This is an optimization exercise on Yosys and OpenROAD, whose aim is small area, a short achievable clock period and few clock cycles per item, not a production implementation. No activity file was given, so power comes from the tool's default toggle rates.

## job 9348
==> flow/design.v <==
module olidx_voice_codec (
    input  wire       clk,
    input  wire       rst,         
    input  wire       in_valid,
    output wire       in_ready,
    input  wire [7:0] in_data,
    input  wire       in_unpack,   
    output wire       out_valid,
    input  wire       out_ready,
    output wire [7:0] out_data,
    output wire       out_last,
    output wire [6:0] out_chk
);
    function automatic dec_cons(input m, input v, input [4:0] s);
        begin
            if (!v && !m)     dec_cons = (s <= 5'd20);
            else if (!v)      dec_cons = !(s == 5'd11 || s == 5'd14 || s == 5'd17 || s == 5'd20);
            else if (!m)      dec_cons = 1'b1;
            else              dec_cons = !(s == 5'd9 || s == 5'd15 || s == 5'd16);
        end
    endfunction
    function automatic dec_prod(input m, input v, input [4:0] s);
        begin
            if (!v && !m)     dec_prod = !(s == 5'd11 || (s >= 5'd13 && s <= 5'd19));
            else if (!v)      dec_prod = 1'b1;
            else if (!m)      dec_prod = !(s == 5'd9 || s == 5'd15 || s == 5'd16);
            else              dec_prod = 1'b1;
        end
    endfunction
    reg        mode;        
    reg  [2:0] sec;         
    reg  [4:0] k;           
    reg        r_cons, r_prod, r_need, r_send;
    reg  [2:0] hb;          
    reg  [4:0] hc;          
    reg  [7:0] hd;          
    reg  [5:0] he;          
    reg  [7:0] hf;          
    reg  [7:0] ir;
    reg        ir_u, ir_v;
    reg  [7:0] o_data;
    reg        o_v, o_last;
    reg        p_v, p_first, p_in_s;   
    reg  [6:0] ck;
    reg  [7:0] s_data;
    reg        s_v, s_last;
    reg        rdy;
    wire voice = (sec == 3'd6);
    wire first = (sec == 3'd0) && (k == 5'd0);
    wire lastb = voice && (k == 5'd28);
    wire cons  = r_cons;
    wire prod  = r_prod;
    wire need  = r_need;
    wire send  = r_send;
    wire go    = (!need || ir_v) && (!prod || !s_v);
    wire push  = go && prod;
    wire take  = go && cons;
    wire ld_o  = !o_v || out_ready;
    wire [2:0] sec_a  = send ? (voice ? 3'd0 : sec + 3'd1) : sec;
    wire [4:0] k_a    = send ? 5'd0 : k + 5'd1;
    wire [2:0] sec_n  = go ? sec_a : sec;
    wire [4:0] k_n    = go ? k_a : k;
    wire       v_a    = (sec_a == 3'd6);
    wire       cons_a = dec_cons(mode, v_a, k_a);
    wire       prod_a = dec_prod(mode, v_a, k_a);
    wire       need_a = cons_a || (mode && (v_a ? (k_a == 5'd9 || k_a == 5'd15 || k_a == 5'd16)
                                                : (k_a == 5'd11 || k_a == 5'd14 || k_a == 5'd17)));
    wire       send_a = v_a ? (k_a == 5'd28) : (mode ? (k_a == 5'd20) : (k_a == 5'd24));
    wire       cons_n = go ? cons_a : cons;
    wire       prod_n = go ? prod_a : prod;
    wire sv1  = !s_v && push && lastb;                        
    wire sv0  = s_v ? o_v : (push && (lastb || o_v));         
    wire irv1 = rdy || (ir_v && !take);                        
    wire irv0 = !rdy && ir_v && !take;                         
    wire ov1  = s_v || (push && !lastb);
    wire rd1  = cons_n && (!prod_n || !sv1);
    wire rd0  = cons_n && (!prod_n || !sv0);
    reg s_v_n, rdy_n, o_v_n, ir_v_n;
    always @* begin
        ir_v_n = in_valid ? irv1 : irv0;
        if (out_ready) begin
            s_v_n = sv1; o_v_n = ov1;
            rdy_n = !ir_v_n || rd1;
        end else begin
            s_v_n = sv0; o_v_n = o_v || ov1;
            rdy_n = !ir_v_n || rd0;
        end
    end
    wire       ck_en = p_v && !(o_v && o_last);
    wire [6:0] ck_n  = (p_first ? 7'd0 : ck) - (p_in_s ? s_data[6:0] : o_data[6:0]);
    wire       in_s1 = lastb;
    wire       in_s0 = lastb || o_v;
    reg [7:0] b;
    always @* begin
        b = ir;
        if (!mode && !voice) begin
            case (k)
                5'd12: b = {4'b0, ir[1:0], hb[1:0]};
                5'd20: b = {1'b0, ir[3:0], hb};
                5'd21: b = {3'b0, hc};
                5'd22: b = hd;
                5'd23: b = {2'b0, he};
                5'd24: b = hf;
                default: b = ir;
            endcase
        end else if (!mode) begin
            case (k)
                5'd8:  b = {3'b0, ir[4:0]};
                5'd10: b = {4'b0, ir[0], hb};
                5'd17: b = {1'b0, ir[2:0], hd[2:0], hc[2]};
                default: b = ir;
            endcase
        end else if (!voice) begin
            case (k)
                5'd11: b = {6'b0, ir[1:0]};
                5'd12: b = {6'b0, ir[3:2]};
                5'd13: b = {5'b0, ir[2:0]};
                5'd14: b = {6'b0, ir[1:0]};
                5'd15: b = {5'b0, ir[4:2]};
                5'd17: b = {7'b0, ir[0]};
                5'd18: b = {3'b0, ir[5:1]};
                5'd20: b = {4'b0, hd[6:3]};
                default: b = ir;
            endcase
        end else begin
            case (k)
                5'd8:  b = {3'b0, ir[4:0]};
                5'd9:  b = {5'b0, ir[2:0]};
                5'd10: b = {7'b0, ir[3]};
                5'd15: b = {7'b0, ir[0]};
                5'd16: b = {5'b0, ir[3:1]};
                5'd17: b = {5'b0, ir[6:4]};
                default: b = ir;
            endcase
        end
    end
    always @(posedge clk) begin
        if (rdy) begin
            ir   <= in_data;
            ir_u <= in_unpack;
        end
        if (go && first)
            mode <= ir_u;
        if (rst) begin
            sec   <= 3'd0;
            k     <= 5'd0;
            r_cons <= 1'b1;              
            r_prod <= 1'b1;
            r_need <= 1'b1;
            r_send <= 1'b0;
            rdy   <= 1'b1;
            ir_v  <= 1'b0;
            s_v   <= 1'b0;
            o_v   <= 1'b0;
            p_v   <= 1'b0;
            ck    <= 7'd0;
        end else begin
            sec   <= sec_n;
            k     <= k_n;
            if (go) begin
                r_cons <= cons_a;
                r_prod <= prod_a;
                r_need <= need_a;
                r_send <= send_a;
            end
            rdy   <= rdy_n;
            ir_v  <= ir_v_n;
            s_v   <= s_v_n;
            o_v   <= o_v_n;
            if (ck_en)
                ck <= ck_n;
            if (push) begin
                p_v     <= 1'b1;
                p_first <= first;
                p_in_s  <= out_ready ? in_s1 : in_s0;
            end else begin
                if (ck_en)
                    p_v <= 1'b0;
                if (ld_o)
                    p_in_s <= 1'b0;
            end
        end
    end
    always @(posedge clk) begin
        if (k == 5'd9 || k == 5'd11 || k == 5'd13) hb <= ir[2:0];
        if (k == 5'd14) hc[1:0] <= ir[1:0];
        if (k == 5'd15) hc[4:2] <= ir[2:0];
        if ((k == 5'd13 && mode) || (k == 5'd16 && !mode)) hd <= ir;
        if (k == 5'd17) he[0] <= ir[0];
        if (k == 5'd18) he[5:1] <= ir[4:0];
        if (k == 5'd19) hf <= ir;
    end
    always @(posedge clk) begin
        if (ld_o) begin
            o_data <= s_v ? s_data : b;
            o_last <= s_v && s_last;
        end
        if (!s_v) begin
            s_data <= b;
            s_last <= lastb;
        end
    end
    assign in_ready  = rdy;
    assign out_valid = o_v;
    assign out_data  = o_data;
    assign out_last  = o_last;
    assign out_chk   = ck;
endmodule
Settings: LEC_CHECK=0, ABC_AREA=1, CAP_MARGIN=20, CORE_MARGIN=2, CORE_UTILIZATION=40, CTS_BUF_LIST=sky130_fd_sc_hd__clkbuf_8, PLACE_DENSITY=0.6, SETUP_SLACK_MARGIN=5, SLEW_MARGIN=20; clock period 9.0 ns.
standard.sh (not shown) runs the stock make flow with config.mk's settings and CLKGATE_MAP_FILE= SYNTH_SCRIPT=/design/flow/synth_recipe.tcl, a recipe that flattens the netlist after the stock synthesis.
==> flow/flow/run.sh <==
#!/bin/bash
# Standard ORFS layout (the standard.sh) with a tighter timing-repair
# target, no footprint restriction on resizing and plain buffers on the ports.
# The full make output goes to standard.log in this folder.
bash standard.sh SETUP_SLACK_MARGIN=6.3 MATCH_CELL_FOOTPRINT=0 'BUFFER_PORTS_ARGS=-buffer_cell sky130_fd_sc_hd__buf_2'  finish > standard.log 2>&1
Job 9348 went all the way through synthesis, placement and routing and the layout is clean on timing, DRC and antenna.
Here is what was changed in the inputs of job 1507 compared with job 9348.
--- a/flow/design.v
+++ b/flow/design.v
@@ -19,11 +19,11 @@
             else              dec_cons = !(s == 5'd9 || s == 5'd15 || s == 5'd16);
         end
     endfunction
     function automatic dec_prod(input m, input v, input [4:0] s);
         begin
-            if (!v && !m)     dec_prod = !(s == 5'd11 || (s >= 5'd13 && s <= 5'd19));
+            if (!v && !m)     dec_prod = !(s == 5'd11 || s == 5'd12 || (s >= 5'd14 && s <= 5'd19));
             else if (!v)      dec_prod = 1'b1;
             else if (!m)      dec_prod = !(s == 5'd9 || s == 5'd15 || s == 5'd16);
             else              dec_prod = 1'b1;
         end
     endfunction
@@ -88,16 +88,17 @@
     end
     wire       ck_en = p_v && !(o_v && o_last);
     wire [6:0] ck_n  = (p_first ? 7'd0 : ck) - (p_in_s ? s_data[6:0] : o_data[6:0]);
     wire       in_s1 = lastb;
     wire       in_s0 = lastb || o_v;
+    wire [1:0] shift = voice ? (k == 5'd15 ? 2'd1 : 2'd3) : (k == 5'd17 ? 2'd1 : 2'd2);
     reg [7:0] b;
     always @* begin
         b = ir;
         if (!mode && !voice) begin
             case (k)
-                5'd12: b = {4'b0, ir[1:0], hb[1:0]};
+                5'd13: b = {4'b0, hc[3:2], hb[1:0]};
                 5'd20: b = {1'b0, ir[3:0], hb};
                 5'd21: b = {3'b0, hc};
                 5'd22: b = hd;
                 5'd23: b = {2'b0, he};
                 5'd24: b = hf;
@@ -110,36 +111,32 @@
                 5'd17: b = {1'b0, ir[2:0], hd[2:0], hc[2]};
                 default: b = ir;
             endcase
         end else if (!voice) begin
             case (k)
-                5'd11: b = {6'b0, ir[1:0]};
-                5'd12: b = {6'b0, ir[3:2]};
-                5'd13: b = {5'b0, ir[2:0]};
-                5'd14: b = {6'b0, ir[1:0]};
-                5'd15: b = {5'b0, ir[4:2]};
+                5'd11, 5'd12, 5'd14: b = {6'b0, ir[1:0]};
+                5'd13, 5'd15: b = {5'b0, ir[2:0]};
                 5'd17: b = {7'b0, ir[0]};
-                5'd18: b = {3'b0, ir[5:1]};
+                5'd18: b = {3'b0, ir[4:0]};
                 5'd20: b = {4'b0, hd[6:3]};
                 default: b = ir;
             endcase
         end else begin
             case (k)
                 5'd8:  b = {3'b0, ir[4:0]};
-                5'd9:  b = {5'b0, ir[2:0]};
-                5'd10: b = {7'b0, ir[3]};
-                5'd15: b = {7'b0, ir[0]};
-                5'd16: b = {5'b0, ir[3:1]};
-                5'd17: b = {5'b0, ir[6:4]};
+                5'd9, 5'd16, 5'd17: b = {5'b0, ir[2:0]};
+                5'd10, 5'd15: b = {7'b0, ir[0]};
                 default: b = ir;
             endcase
         end
     end
     always @(posedge clk) begin
-        if (rdy) begin
+        if (!ir_v || take) begin
             ir   <= in_data;
             ir_u <= in_unpack;
+        end else if (go && need && !cons) begin
+            ir <= ir >> shift;
         end
         if (go && first)
             mode <= ir_u;
         if (rst) begin
             sec   <= 3'd0;
@@ -180,20 +177,23 @@
                     p_in_s <= 1'b0;
             end
         end
     end
     always @(posedge clk) begin
-        if (k == 5'd9 || k == 5'd11 || k == 5'd13) hb <= ir[2:0];
+        if (go && (k == 5'd9 || k == 5'd11 || k == 5'd13)) hb <= ir[2:0];
         if (k == 5'd14) hc[1:0] <= ir[1:0];
-        if (k == 5'd15) hc[4:2] <= ir[2:0];
+        if (k == 5'd12 || k == 5'd15) hc[4:2] <= ir[2:0];
         if ((k == 5'd13 && mode) || (k == 5'd16 && !mode)) hd <= ir;
         if (k == 5'd17) he[0] <= ir[0];
         if (k == 5'd18) he[5:1] <= ir[4:0];
         if (k == 5'd19) hf <= ir;
     end
     always @(posedge clk) begin
-        if (ld_o) begin
+        if (rst) begin
+            o_data <= 8'd0;
+            o_last <= 1'b0;
+        end else if (ld_o) begin
             o_data <= s_v ? s_data : b;
             o_last <= s_v && s_last;
         end
         if (!s_v) begin
             s_data <= b;
Results
Final critical path time including I/O delays and setup in job 1507 is 58 ps lower than in job 9348
The higher growth of design area from synthesis to finish of job 1507 and job 9348 is in job 1507.
Cmp job 1507 and job 9348 / die width / higher: job 1507
Between job 9348 and job 1507, the flow reports post-synthesis cell count increasing by a little under 10%.
Global-route wire length before repair was lower in job 9348 than in job 1507.
Met1 usage (job 1507 over job 9348): increase, 2.7 points
Job 1507: worst slew slack as a fraction of its limit 2.0 points above job 9348
Job 1507 vs. job 9348: clock network fraction of total power shows an increase of 1.5 points, count of non-CTS inverters in the layout shows an increase of 29.
No functional check of the RTL was part of any run of this note.

[what the ideal ports hide]
In the flow no input, the clock included, has a driving cell. The finished layouts below were timed again as built, in two steps.
Step 1: set_driving_cell puts a clkbuf_16 on clk and a buf_2 on each other input, an assumption about the parent block.
Step 2, shift: input delay + t, output delay - t, t = (earliest + latest rising clock arrival at the registers) / 2. This alone moves slack from input paths to output paths.
a / b / c = ideal / step 1 / step 2; a / b = the first two.
run	t, ns	slack for setup (ns)	worst hold slack (ns)	latest minus earliest clock arrival (ns)	slew at the worst register clock pin (ns)
job 9348	0.387	6.277 / 6.244 / 6.007	0.436 / 0.436 / 0.436	0.009 / 0.009	0.08 / 0.08
job 1507	0.394	6.336 / 6.304 / 6.035	0.480 / 0.480 / 0.480	0.014 / 0.014	0.09 / 0.09
After both steps setup and hold are still met in every run listed. For job 1507, which loses most, drivers alone change the setup slack by -0.032 ns; drivers and shift together by -0.301 ns.
